Background: an optimization exercise with open tools, aiming at small area, a short achievable clock period and few clock cycles. Do not read the settings as production practice. Where RTL was checked, it was by simulation tests only, not by an equivalence proof against the original.

// cu_compensate
module cu_compensate (
    input  wire               clk,
    input  wire               rst,
    input  wire               start,
    input  wire        [15:0] cal_t1,      
    input  wire signed [15:0] cal_t2,
    input  wire signed [15:0] cal_t3,
    input  wire        [15:0] cal_p1,      
    input  wire signed [15:0] cal_p2,
    input  wire signed [15:0] cal_p3,
    input  wire signed [15:0] cal_p4,
    input  wire signed [15:0] cal_p5,
    input  wire signed [15:0] cal_p6,
    input  wire signed [15:0] cal_p7,
    input  wire signed [15:0] cal_p8,
    input  wire signed [15:0] cal_p9,
    input  wire        [19:0] adc_t,
    input  wire        [19:0] adc_p,
    output reg                done,
    output wire               err,         
    output wire        [31:0] temp,        
    output wire        [31:0] press_q8,    
    output wire        [24:0] press_pa     
);
    localparam W = 76;
    localparam [5:0] S_IDLE = 6'd0,  S_TA   = 6'd1,  S_TC   = 6'd2,  S_TB   = 6'd3,
                     S_TD   = 6'd4,  S_TDW  = 6'd5,  S_TF   = 6'd6,  S_TE   = 6'd7,
                     S_XS   = 6'd8,  S_XSW  = 6'd9,  S_ZS   = 6'd10, S_Y6   = 6'd11,
                     S_Y6W  = 6'd12, S_NS   = 6'd13, S_NSW  = 6'd14, S_MS   = 6'd15,
                     S_MSW  = 6'd16, S_DIVF = 6'd17, S_DSI  = 6'd18, S_DIVS = 6'd19,
                     S_DSCK = 6'd20, S_PAF  = 6'd21, S_PAFW = 6'd22, S_PAS0 = 6'd23,
                     S_PAS1 = 6'd24, S_PASW = 6'd25, S_PB   = 6'd26, S_PC   = 6'd27,
                     S_PE   = 6'd28, S_PEW  = 6'd29, S_DEGN = 6'd30, S_DNEG = 6'd31,
                     S_ERRX = 6'd32;
    localparam [3:0] C_T1 = 4'd0, C_T2 = 4'd1, C_T3 = 4'd2, C_P1 = 4'd3, C_P2 = 4'd4,
  ...
Size: ~6,300 cells after synthesis.
clock: 25.0 ns
lec_check: 0
cap_margin: 20
core_margin: 2
core_utilization: 40
slew_margin: 20
standard.sh (not shown) runs the stock make flow with config.mk's settings and CLKGATE_MAP_FILE= SYNTH_SCRIPT=/design/flow/synth_recipe.tcl, a recipe that flattens the netlist after the stock synthesis.
==> flow/flow/run.sh <==
#!/bin/bash
# Layout flow: the standard flow (standard.sh, standard synthesis unchanged) with three
# changes to how the layout is made: the port buffers are buf_1 cells instead of delay
# buffers, clock-tree sink clusters of up to 30 flip-flops, and the timing repair steps
# aim for 19 ns of setup slack at the design's period.
# make's full output goes to flow.log; each ORFS step keeps its own log under orfs/logs.
set -uo pipefail
bash standard.sh BUFFER_PORTS_ARGS="-buffer_cell sky130_fd_sc_hd__buf_1" \
  CTS_CLUSTER_SIZE=30 SETUP_SLACK_MARGIN=19 finish > flow.log 2>&1
Testbench counts at the start, summed over its fixed seeds: cycles 17,280.
==> next run, changes <==
--- a/flow/flow/run.sh
+++ b/flow/flow/run.sh
@@ -4,2 +4,2 @@
-# buffers, clock-tree sink clusters of up to 30 flip-flops, and the timing repair steps
-# aim for 19 ns of setup slack at the design's period.
+# buffers, the clock tree uses clkbuf_8 cells, and the timing repair steps aim for 19 ns of
+# setup slack at the design's period.
@@ -9 +9 @@
-  CTS_CLUSTER_SIZE=30 SETUP_SLACK_MARGIN=19 finish > flow.log 2>&1
+  CTS_BUF_LIST="sky130_fd_sc_hd__clkbuf_8" SETUP_SLACK_MARGIN=19 finish > flow.log 2>&1
Result: Sequential share of layout area grows by 0.18 points; wire length shrinks by about 0.37%; global-route usage hardly moves; critical path depth shrinks by 8; hold slack degrades by 26 ps; clock-buffer cell count grows by 36; utilization shrinks by 0.41 points; via count barely changes.

cu_compensate, a different RTL version from the one above (not shown whole).
Size in the first run: about 330 I/O pins, about 0.054 mm^2 of cells after synthesis.
// cu_compensate
module cu_compensate (
    input  wire               clk,
    input  wire               rst,
    input  wire               start,
    input  wire        [15:0] cal_t1,      
    input  wire signed [15:0] cal_t2,
    input  wire signed [15:0] cal_t3,
    input  wire        [15:0] cal_p1,      
    input  wire signed [15:0] cal_p2,
    input  wire signed [15:0] cal_p3,
    input  wire signed [15:0] cal_p4,
    input  wire signed [15:0] cal_p5,
    input  wire signed [15:0] cal_p6,
    input  wire signed [15:0] cal_p7,
    input  wire signed [15:0] cal_p8,
    input  wire signed [15:0] cal_p9,
    input  wire        [19:0] adc_t,
    input  wire        [19:0] adc_p,
    output reg                done,
    output wire               err,         
    output wire        [31:0] temp,        
    output wire        [31:0] press_q8,    
    output wire        [24:0] press_pa     
);
clock: 25.0 ns
lec_check: 0
cap_margin: 20
core_margin: 2
core_utilization: 40
slew_margin: 20
==> flow/flow/run.sh <==
#!/bin/bash
# Layout flow: the standard flow (standard.sh, standard synthesis unchanged) with two
# changes to how the layout is made: the port buffers are buf_1 cells instead of delay
# buffers, and the timing repair steps aim for 19 ns of setup slack at the design's period.
# make's full output goes to flow.log; each ORFS step keeps its own log under orfs/logs.
set -uo pipefail
bash standard.sh BUFFER_PORTS_ARGS="-buffer_cell sky130_fd_sc_hd__buf_1" \
  SETUP_SLACK_MARGIN=19 finish > flow.log 2>&1
The first run completed without violations.
Rerun with:
--- a/flow/flow/run.sh
+++ b/flow/flow/run.sh
@@ -4 +4 @@
-# buffers, and the timing repair steps aim for 19 ns of setup slack at the design's period.
+# buffers, and the timing repair steps aim for 18.5 ns of setup slack at the design's period.
@@ -8 +8 @@
-  SETUP_SLACK_MARGIN=19 finish > flow.log 2>&1
+  SETUP_SLACK_MARGIN=18.5 finish > flow.log 2>&1
After rerunning: Critical path depth fell by 2; design area fell by a few percent; die area is unchanged; worst hold slack is worse by 0.027 ns; wire length fell by a few percent; setup slack is better by 0.12 ns; sequential share of layout area rose by 0.82 points; count of clock-buffer cells in the layout fell by 13.
No run of this note included a check of the RTL's function; only the layout flow was run.

== v16 ==
cu_compensate, a different RTL version from the one above (not shown whole).
For scale: ~6000 cells after synthesis.
==> flow/config.mk <==
export PLATFORM = sky130hd
export DESIGN_NAME = cu_compensate
export DESIGN_NICKNAME = cu_compensate
export VERILOG_FILES = /design/flow/design.v
export SDC_FILE = /design/flow/constraint.sdc
export NUM_CORES = 8
export LEC_CHECK = 0
export CAP_MARGIN = 20
export CORE_MARGIN = 2
export CORE_UTILIZATION = 40
export SLEW_MARGIN = 20
==> flow/constraint.sdc <==
create_clock -name core_clock -period 25.0 [get_ports {clk}]
set_input_delay 5.0000 -clock core_clock [delete_from_list [all_inputs] [get_ports {clk}]]
set_output_delay 5.0000 -clock core_clock [all_outputs]
set_load 0.01 [all_outputs]
==> flow/flow/run.sh <==
#!/bin/bash
# Layout flow: the standard flow (standard.sh, standard synthesis unchanged) with five
# changes to how the layout is made: the design repair aims 5% below the slew and capacitance limits (not 20%), the port buffers are buf_1 cells instead of delay
# buffers, the timing repair steps aim for 18.5 ns of setup slack at the design's period,
# clock tree synthesis clusters up to 18 flip-flops per leaf buffer and adds no dummy loads,
# and the repair after global routing estimates wires 20% heavier (flow/grt_rc.tcl).
# make's full output goes to flow.log; each ORFS step keeps its own log under orfs/logs.
set -uo pipefail
bash standard.sh BUFFER_PORTS_ARGS="-buffer_cell sky130_fd_sc_hd__buf_1" \
  SETUP_SLACK_MARGIN=18.5 SLEW_MARGIN=5 CAP_MARGIN=5 \
  CTS_ARGS="-sink_clustering_enable -repair_clock_nets -sink_clustering_size 18 -sink_clustering_max_diameter 100 -dont_use_dummy_load" \
  PRE_GLOBAL_ROUTE_TCL="$PWD/flow/grt_rc.tcl" finish > flow.log 2>&1
==> flow/flow/grt_rc.tcl <==
set_layer_rc -layer li1  -capacitance [expr 1.2 * 1.499e-04]   -resistance [expr 1.2 * 7.176e-02]
set_layer_rc -layer met1 -capacitance [expr 1.2 * 1.72375E-04] -resistance [expr 1.2 * 8.929e-04]
set_layer_rc -layer met2 -capacitance [expr 1.2 * 1.36233E-04] -resistance [expr 1.2 * 8.929e-04]
set_layer_rc -layer met3 -capacitance [expr 1.2 * 2.14962E-04] -resistance [expr 1.2 * 1.567e-04]
set_layer_rc -layer met4 -capacitance [expr 1.2 * 1.48128E-04] -resistance [expr 1.2 * 1.567e-04]
set_layer_rc -layer met5 -capacitance [expr 1.2 * 1.54087E-04] -resistance [expr 1.2 * 1.781e-05]
set_wire_rc -signal -layer met1
set_wire_rc -clock -layer met3
v16 did not stop at any stage, and its layout met the timing, DRC and antenna checks.
Testbench counts of v16, summed over its fixed seeds: cycles 15,744.
Input changes introduced in v28 (baseline for comparison: v16):
diff --git a/flow/flow/run.sh b/flow/flow/run.sh
--- a/flow/flow/run.sh
+++ b/flow/flow/run.sh
@@ -3 +3 @@
-# changes to how the layout is made: the design repair aims 5% below the slew and capacitance limits (not 20%), the port buffers are buf_1 cells instead of delay
+# changes to how the layout is made: global placement is not timing-driven, the port buffers are buf_1 cells instead of delay
@@ -10 +10 @@
-  SETUP_SLACK_MARGIN=18.5 SLEW_MARGIN=5 CAP_MARGIN=5 \
+  SETUP_SLACK_MARGIN=18.5 GPL_TIMING_DRIVEN=0 \
The run showing the smaller non-clock buffer area fraction after layout is v16.
Taking v16 as the reference, in v28 maximum clock rate decreased by 0.42% relative to the old numbers, maximum cell stage delay along the critical path decreased by 90 ps relative to the old numbers.
There was hardly any difference in worst clock skew on the final layout between v16 and v28.
Measured against v16, the total wire length after detailed routing of v28 comes out at 1.12 times the reference value.
### v28 -> v46
diff --git a/flow/flow/run.sh b/flow/flow/run.sh
--- a/flow/flow/run.sh
+++ b/flow/flow/run.sh
@@ -2,2 +2,2 @@
-# Layout flow: the standard flow (standard.sh, standard synthesis unchanged) with five
-# changes to how the layout is made: global placement is not timing-driven, the port buffers are buf_1 cells instead of delay
+# Layout flow: the standard flow (standard.sh, standard synthesis unchanged) with four
+# changes to how the layout is made: the port buffers are buf_1 cells instead of delay
@@ -6 +6 @@
-# and the repair after global routing estimates wires 20% heavier (flow/grt_rc.tcl).
+# and the repair after global routing estimates wires 30% heavier (flow/grt_rc.tcl).
@@ -10 +10 @@
-  SETUP_SLACK_MARGIN=18.5 GPL_TIMING_DRIVEN=0 \
+  SETUP_SLACK_MARGIN=18.5 \
==> flow/flow/grt_rc.tcl <==
set_layer_rc -layer li1  -capacitance [expr 1.3 * 1.499e-04]   -resistance [expr 1.3 * 7.176e-02]
set_layer_rc -layer met1 -capacitance [expr 1.3 * 1.72375E-04] -resistance [expr 1.3 * 8.929e-04]
set_layer_rc -layer met2 -capacitance [expr 1.3 * 1.36233E-04] -resistance [expr 1.3 * 8.929e-04]
set_layer_rc -layer met3 -capacitance [expr 1.3 * 2.14962E-04] -resistance [expr 1.3 * 1.567e-04]
set_layer_rc -layer met4 -capacitance [expr 1.3 * 1.48128E-04] -resistance [expr 1.3 * 1.567e-04]
set_layer_rc -layer met5 -capacitance [expr 1.3 * 1.54087E-04] -resistance [expr 1.3 * 1.781e-05]
set_wire_rc -signal -layer met1
set_wire_rc -clock -layer met3
==> comparison <==
- The number of antenna violations at the first check in global routing number comes out higher for v28 vs v46.
- Run comparison: v28 end of the critical path temp[18]; v46 end of the critical path temp[30]
- Diff v28 -> v46 | routed length on met2 | decrease of about 8%
- Looking only at global-route usage, and setting everything else aside, the lower value of v28 and v46 goes to v46.
- Max worst stage delay on the critical path across v28 and v46: v46
- Going from v28 to v46, the sequential share of layout area was found to have gone up by 0.90 points.
- Compared with v28, in v46 CTS clock-pin slew for the worst setup and hold paths about even; largest net degree at the start of global routing rose 53; routed wire length fell 11%; final area fell 2600 sq um.
What v52 does differently from v46 at the input level:
diff --git a/flow/flow/run.sh b/flow/flow/run.sh
--- a/flow/flow/run.sh
+++ b/flow/flow/run.sh
@@ -6 +6 @@
-# and the repair after global routing estimates wires 30% heavier (flow/grt_rc.tcl).
+# and the repair after global routing estimates wires 20% heavier (flow/grt_rc.tcl).
==> flow/flow/grt_rc.tcl <==
set_layer_rc -layer li1  -capacitance [expr 1.2 * 1.499e-04]   -resistance [expr 1.2 * 7.176e-02]
set_layer_rc -layer met1 -capacitance [expr 1.2 * 1.72375E-04] -resistance [expr 1.2 * 8.929e-04]
set_layer_rc -layer met2 -capacitance [expr 1.2 * 1.36233E-04] -resistance [expr 1.2 * 8.929e-04]
set_layer_rc -layer met3 -capacitance [expr 1.2 * 2.14962E-04] -resistance [expr 1.2 * 1.567e-04]
set_layer_rc -layer met4 -capacitance [expr 1.2 * 1.48128E-04] -resistance [expr 1.2 * 1.567e-04]
set_layer_rc -layer met5 -capacitance [expr 1.2 * 1.54087E-04] -resistance [expr 1.2 * 1.781e-05]
set_wire_rc -signal -layer met1
set_wire_rc -clock -layer met3
Diff v46 -> v52: count of final hold-check violations about even, number of well taps has remained practically unchanged, first-iteration DRC count +1.8%. Diff v46..v52 | synthesized cell count | unchanged. Compared with v46, in v52 wire length of the first global-routing pass about even; fmax decreased 0.50%; routed length on met3 higher.

[static timing again, ports no longer ideal]
The results above use ideal ports. As a check the final layouts listed here were re-extracted and re-timed, cells and wires unchanged. Step 1 assumes that a clkbuf_16 drives the clock port and a buf_2 every other input. Step 2 also shifts input and output timing later by t, the mid clock arrival at the registers, as if the neighbouring blocks saw the same clock. Slacks: ideal ports / drivers / drivers and shift; pairs: ideal ports / drivers.
run | t, ns | slack for setup (ns) | worst setup path after step 2 | clock arrival spread, ns
the first run of note 1 | 0.780 | 18.560 / 18.495 / 17.803 | input to register | 0.066 / 0.065
the second run of note 1 | 0.917 | 18.444 / 18.375 / 17.732 | input to register | 0.079 / 0.079
the first run of note 2 | 0.733 | 18.323 / 18.368 / 17.635 | input to register | 0.051 / 0.050
the second run of note 2 | 0.740 | 18.444 / 18.418 / 17.703 | input to register | 0.054 / 0.053
v16 | 0.707 | 18.465 / 18.419 / 17.712 | input to register | 0.102 / 0.102
v28 | 0.731 | 18.438 / 18.352 / 17.938 | input to register | 0.103 / 0.103
v46 | 0.694 | 18.590 / 18.508 / 17.915 | input to register | 0.132 / 0.132
v52 | 0.695 | 18.558 / 18.475 / 17.892 | input to register | 0.131 / 0.131
After both steps setup and hold are still met in every run listed. The setup slack of the first run of note 1, which loses most, moves by -0.065 ns with the drivers and by -0.757 ns with both steps.
